What follows belongs to an exercise in optimizing a design on an open flow for small area, a short achievable clock period and few clock cycles per item; a production flow would make more cautious choices. RTL that was checked went through simulation tests only; none was proved equivalent to the original.

## alpha
Design aes256_core, start of the top module:
module aes256_core (
    input  wire         clk,
    input  wire         rst,
    input  wire         start,
    input  wire [1:0]   op,
    input  wire [255:0] key,
    input  wire [127:0] din,
    output reg          ready,
    output reg          done,
    output reg          err,
    output reg  [127:0] dout
);
For scale: ~2000 flip-flops.
==> flow/config.mk <==
export PLATFORM = sky130hd
export DESIGN_NAME = aes256_core
export DESIGN_NICKNAME = aes256_core
export VERILOG_FILES = /design/flow/design.v
export SDC_FILE = /design/flow/constraint.sdc
export NUM_CORES = 8
export LEC_CHECK = 0
export CAP_MARGIN = 20
export CORE_MARGIN = 2
export CORE_UTILIZATION = 40
export SLEW_MARGIN = 20
==> flow/constraint.sdc <==
create_clock -name core_clock -period 10.0 [get_ports {clk}]
set_input_delay 2.0000 -clock core_clock [delete_from_list [all_inputs] [get_ports {clk}]]
set_output_delay 2.0000 -clock core_clock [all_outputs]
set_load 0.01 [all_outputs]
standard.sh (not shown) runs the stock make flow with config.mk's settings and CLKGATE_MAP_FILE= SYNTH_SCRIPT=/design/flow/synth_recipe.tcl, a recipe that flattens the netlist after the stock synthesis.
==> flow/flow/run.sh <==
#!/bin/bash
# Own flow: the standard layout (standard.sh) with three changes:
#  - synthesis maps with an ABC script suited to XOR-heavy logic
#    (flow/abc.script) and skips the full/half adder extraction; registers,
#    flattening and renaming are the standard synthesis's;
#  - timing repair aims SETUP_SLACK_MARGIN ns below the clock period;
#  - ports are buffered with a plain buffer cell.
set -euo pipefail
W=$(pwd)
MARGIN=6.5
SYN=$FLOW_HOME/scripts/synth.tcl
sed -e 's|^\(\s*\)\[env_var_exists_and_non_empty ADDER_MAP_FILE\] &&|\10 \&\& [env_var_exists_and_non_empty ADDER_MAP_FILE] \&\&|' \
    -e "s|^\(\s*\)log_cmd abc {\*}\$abc_args|\1log_cmd abc -script $W/flow/abc.script {*}[lrange \$abc_args 2 end]|" \
    "$SYN" > "$W/synth_own.tcl"
grep -q '0 && \[env_var_exists_and_non_empty ADDER_MAP_FILE\]' "$W/synth_own.tcl"
grep -q "log_cmd abc -script $W/flow/abc.script" "$W/synth_own.tcl"
sed "s|source \$::env(SCRIPTS_DIR)/synth.tcl|source $W/synth_own.tcl|" synth_recipe.tcl > "$W/synth_recipe_own.tcl"
grep -q "source $W/synth_own.tcl" "$W/synth_recipe_own.tcl"
sed -e "s|SYNTH_SCRIPT=[^ ]*|SYNTH_SCRIPT=$W/synth_recipe_own.tcl|" \
    -e "s|\"\${@:-finish}\"|SETUP_SLACK_MARGIN=$MARGIN \"\${@:-finish}\"|" standard.sh > "$W/standard_own.sh"
grep -q "SYNTH_SCRIPT=$W/synth_recipe_own.tcl" "$W/standard_own.sh"
grep -q "SETUP_SLACK_MARGIN=$MARGIN" "$W/standard_own.sh"
export BUFFER_PORTS_ARGS="-buffer_cell sky130_fd_sc_hd__buf_1"
bash "$W/standard_own.sh" > "$W/flow_make.log" 2>&1
==> flow/flow/abc.script <==
strash
&get -n
&dch -x
&nf -R 1000
&put
buffer -c
topo
stime -c
upsize -c
dnsize -c
> inputs changed (alpha -> beta)
Settings: setting CTS_BUF_LIST to sky130_fd_sc_hd__clkbuf_4 sky130_fd_sc_hd__clkbuf_8 sky130_fd_sc_hd__clkbuf_16 for the first time; setting CTS_CLUSTER_SIZE to 30 for the first time.
Results
Looking at setup slack, beta sits 0.0069 ns below alpha. Going from alpha to beta, detailed route wirelength on metal3 shrinks by about 0.64%. alpha -> beta: final cell count without fillers flat. Diff beta..alpha | via count | negligible. Status: cell area parity (alpha, beta). The total length of routed wires on beta is in line with that on alpha. Between beta and alpha, the difference in global-route met2 utilization is negligible.
## Diff of input files: gamma against beta
Settings: CTS_CLUSTER_SIZE now 35, was 30; CTS_CLUSTER_DIAMETER now 45, previously not set; CTS_BUF_LIST now sky130_fd_sc_hd__clkbuf_16, was sky130_fd_sc_hd__clkbuf_4 sky130_fd_sc_hd__clkbuf_8 sky130_fd_sc_hd__clkbuf_16.
diff --git a/flow/flow/run.sh b/flow/flow/run.sh
--- a/flow/flow/run.sh
+++ b/flow/flow/run.sh
@@ -7 +7,2 @@
-#  - ports are buffered with a plain buffer cell.
+#  - ports are buffered with a plain buffer cell, and the delay cells are
+#    not used as buffers.
@@ -23,0 +25,7 @@
+DLY=""
+for c in clkdlybuf4s15_1 clkdlybuf4s15_2 clkdlybuf4s18_1 clkdlybuf4s18_2 clkdlybuf4s25_1 \
+         clkdlybuf4s25_2 clkdlybuf4s50_1 clkdlybuf4s50_2 dlygate4sd1_1 dlygate4sd2_1 \
+         dlygate4sd3_1 dlymetal6s2s_1 dlymetal6s4s_1 dlymetal6s6s_1; do
+  DLY="$DLY sky130_fd_sc_hd__$c"
+done
+export DONT_USE_CELLS="$DLY"
Results
beta has lower required time at the worst-slack endpoint than gamma.
Measured against each other, beta and gamma differ in highest net fanout along the worst path, the lower figure coming from beta.
beta -> gamma: total of plain and repair buffers excluding clock buffers flat
Detailed route, gamma vs beta: via total higher for gamma
From gamma to beta, mean instance size in the synthesized netlist did not move at all.
Cell count for gamma: 61 up relative to beta
Between beta and gamma, the difference in multi-input combinational cell count is negligible.
Of beta and gamma, the higher area growth from synthesis to final layout belongs to gamma.
Higher number of antenna cells inserted goes to beta over gamma.
Compared gamma against beta; area taken by multi-input logic gates within noise.
Input-level comparison between delta and gamma:
Settings: a change of CTS_CLUSTER_DIAMETER from 45 to 50; a change of CTS_CLUSTER_SIZE from 35 to 30.
Results
delta completed end to end with timing, DRC and antenna clean. delta against gamma: worst setup slack went up, final area down 0.84%, final core utilization saw a decrease.
Function was not checked in any run of this note: the RTL went through the layout flow alone.

---

== job 101 ==
Another version of the RTL of aes256_core (not shown whole).
Size: roughly 9100 cells after synthesis, about 1800 flip-flops, about 520 I/O pins.
// aes256_core
module aes256_core (
    input  wire         clk,
    input  wire         rst,
    input  wire         start,
    input  wire [1:0]   op,
    input  wire [255:0] key,
    input  wire [127:0] din,
    output reg          ready,
    output reg          done,
    output reg          err,
    output wire [127:0] dout
);
    function [127:0] sig;
        input [127:0] a;
        sig = {a[63:32], a[95:64], a[127:96], a[31:0]};
    endfunction
    reg [255:0] ks;          
    reg [255:0] ke;          
    reg         kv;          
    reg         wpend;       
    reg         wact;        
    reg         v1, d1, x1;  
    reg [3:0]   c1;          
    reg [127:0] s1;          
    reg [255:0] k1;          
    reg         v2, d2, x2;
    reg         z2;          
    reg [3:0]   c2;
    reg [191:0] m2;          
    reg [47:0]  q2;          
    reg [255:0] k2;
    reg         v3, d3, x3;
    reg [3:0]   c3;
    reg [127:0] u3;          
    reg [255:0] k3;          
    wire last3 = (c3 == 4'd13);
    reg  free3;                     
    reg  fin2;                      
    genvar gi;
    wire [127:0] sr;
    wire [191:0] ma;
    wire [47:0]  qa;
    generate
        for (gi = 0; gi < 16; gi = gi + 1) begin : g_a
            assign sr[8*gi+7:8*gi] =
                s1[8*((gi % 4) + 4*(((gi / 4) + (gi % 4)) % 4)) +: 8];
            aes_sbox_a u_sa (.x(sr[8*gi+7:8*gi]), .dec(d1), .m(ma[12*gi+11:12*gi]));
        end
        for (gi = 0; gi < 4; gi = gi + 1) begin : g_ka
            aes_sboxf_a u_ka (.x(k1[224+8*gi+7:224+8*gi]), .m(qa[12*gi+11:12*gi]));
        end
    endgenerate
    wire [127:0] b;
    wire [31:0]  sw;
    generate
        for (gi = 0; gi < 16; gi = gi + 1) begin : g_b
            aes_sbox_b u_sb (.m(m2[12*gi+11:12*gi]), .dec(d2), .y(b[8*gi+7:8*gi]));
        end
        for (gi = 0; gi < 4; gi = gi + 1) begin : g_kb
            aes_sboxf_b u_kb (.m(q2[12*gi+11:12*gi]), .y(sw[8*gi+7:8*gi]));
        end
    endgenerate
    wire [127:0] rkb = k2[255:128];
    wire [127:0] bb  = (z2 && d2) ? sig(b) : b;
    wire [127:0] kb  = z2 ? rkb : d2 ? sig(rkb) : 128'h0;
    wire [127:0] ub  = bb ^ kb;
    wire [7:0]  rcon = d2 ? (8'h40 >> c2[3:1]) : (8'h01 << c2[3:1]);
    wire [31:0] t    = c2[0] ? sw : ({sw[7:0], sw[31:8]} ^ {24'h0, rcon});
  ...
==> flow/config.mk <==
export PLATFORM = sky130hd
export DESIGN_NAME = aes256_core
export DESIGN_NICKNAME = aes256_core
export VERILOG_FILES = /design/flow/design.v
export SDC_FILE = /design/flow/constraint.sdc
export NUM_CORES = 8
export LEC_CHECK = 0
export CAP_MARGIN = 20
export CORE_MARGIN = 2
export CORE_UTILIZATION = 40
export CTS_BUF_LIST = sky130_fd_sc_hd__clkbuf_16
export CTS_CLUSTER_DIAMETER = 120
export CTS_CLUSTER_SIZE = 18
export SLEW_MARGIN = 20
==> flow/constraint.sdc <==
create_clock -name core_clock -period 10.0 [get_ports {clk}]
set_input_delay 2.0000 -clock core_clock [delete_from_list [all_inputs] [get_ports {clk}]]
set_output_delay 2.0000 -clock core_clock [all_outputs]
set_load 0.01 [all_outputs]
==> flow/flow/run.sh <==
#!/bin/bash
# Own flow: the standard layout (standard.sh) with three changes:
#  - synthesis maps with an ABC script suited to XOR-heavy logic
#    (flow/abc.script) and skips the full/half adder extraction; registers,
#    flattening and renaming are the standard synthesis's;
#  - timing repair aims SETUP_SLACK_MARGIN ns below the clock period;
#  - ports are buffered with a plain buffer cell, and the delay cells are
#    not used as buffers.
set -euo pipefail
W=$(pwd)
MARGIN=6.5
SYN=$FLOW_HOME/scripts/synth.tcl
sed -e 's|^\(\s*\)\[env_var_exists_and_non_empty ADDER_MAP_FILE\] &&|\10 \&\& [env_var_exists_and_non_empty ADDER_MAP_FILE] \&\&|' \
    -e "s|^\(\s*\)log_cmd abc {\*}\$abc_args|\1log_cmd abc -script $W/flow/abc.script {*}[lrange \$abc_args 2 end]|" \
    "$SYN" > "$W/synth_own.tcl"
grep -q '0 && \[env_var_exists_and_non_empty ADDER_MAP_FILE\]' "$W/synth_own.tcl"
grep -q "log_cmd abc -script $W/flow/abc.script" "$W/synth_own.tcl"
sed "s|source \$::env(SCRIPTS_DIR)/synth.tcl|source $W/synth_own.tcl|" synth_recipe.tcl > "$W/synth_recipe_own.tcl"
grep -q "source $W/synth_own.tcl" "$W/synth_recipe_own.tcl"
sed -e "s|SYNTH_SCRIPT=[^ ]*|SYNTH_SCRIPT=$W/synth_recipe_own.tcl|" \
    -e "s|\"\${@:-finish}\"|SETUP_SLACK_MARGIN=$MARGIN \"\${@:-finish}\"|" standard.sh > "$W/standard_own.sh"
grep -q "SYNTH_SCRIPT=$W/synth_recipe_own.tcl" "$W/standard_own.sh"
grep -q "SETUP_SLACK_MARGIN=$MARGIN" "$W/standard_own.sh"
export BUFFER_PORTS_ARGS="-buffer_cell sky130_fd_sc_hd__buf_1"
DLY=""
for c in clkdlybuf4s15_1 clkdlybuf4s15_2 clkdlybuf4s18_1 clkdlybuf4s18_2 clkdlybuf4s25_1 \
         clkdlybuf4s25_2 clkdlybuf4s50_1 clkdlybuf4s50_2 dlygate4sd1_1 dlygate4sd2_1 \
         dlygate4sd3_1 dlymetal6s2s_1 dlymetal6s4s_1 dlymetal6s6s_1; do
  DLY="$DLY sky130_fd_sc_hd__$c"
done
export DONT_USE_CELLS="$DLY"
bash "$W/standard_own.sh" > "$W/flow_make.log" 2>&1
==> flow/flow/abc.script <==
strash
&get -n
&dch -x
&nf -R 50
&put
buffer -c
topo
stime -c
upsize -c
dnsize -c
Testbench counts of job 101, summed over its fixed seeds: cycles 12,152, blocks 768.
Relative to job 101, the following input files were edited for job 103:
--- a/flow/flow/abc.script
+++ b/flow/flow/abc.script
@@ -3,3 +3,3 @@
 &dch -x
-&nf -R 50
+&nf -R 1000
 &put
--- a/flow/config.mk
+++ b/flow/config.mk
@@ -11,4 +11,4 @@
 export CTS_BUF_LIST = sky130_fd_sc_hd__clkbuf_16
-export CTS_CLUSTER_DIAMETER = 120
-export CTS_CLUSTER_SIZE = 18
+export CTS_CLUSTER_DIAMETER = 70
+export CTS_CLUSTER_SIZE = 22
 export SLEW_MARGIN = 20
Results
Per the comparison of job 103 with job 101, multi-input logic area closely matched the old numbers. Job 103 has final standard cell area without fillers above what job 101 had. Between job 101 and job 103, the difference in initial standard-cell utilization of the core is negligible. Between job 101 and job 103, the difference in average cell area after synthesis is negligible. Of the two values seen for end point of the critical path, dout[76] was produced by job 101 and dout[105] by job 103. The higher number of violations reported at the end of detailed-routing iteration 0 came out of job 103. Between job 101 and job 103, the die area does not differ in any meaningful way. Job 101 leaves less setup margin than job 103.

[port drivers added, routing unchanged]
In the flow no input, the clock included, has a driving cell. The finished layouts below were timed again as built, in two steps. Step 1: set_driving_cell puts a clkbuf_16 on clk and a buf_2 on each other input, an assumption about the parent block. Step 2 also shifts input and output timing later by t, the mid clock arrival at the registers, as if the neighbouring blocks saw the same clock. Slacks: ideal / step 1 / step 2; pairs: ideal / step 1.
run	shift t [ns]	slack for setup (ns)	slew at the worst register clock pin (ns)
alpha	0.954	6.431 / 6.431 / 5.577	0.07 / 0.07
beta	0.953	6.424 / 6.424 / 5.571	0.07 / 0.07
gamma	0.996	6.517 / 6.459 / 5.589	0.10 / 0.10
delta	0.967	6.539 / 6.468 / 5.677	0.10 / 0.10
job 101	0.893	6.524 / 6.434 / 5.770	0.10 / 0.10
job 103	0.929	6.532 / 6.431 / 5.689	0.10 / 0.10
After both steps setup and hold are still met in every run listed. The setup slack of gamma, which loses most, moves by -0.058 ns with the drivers and by -0.928 ns with both steps.
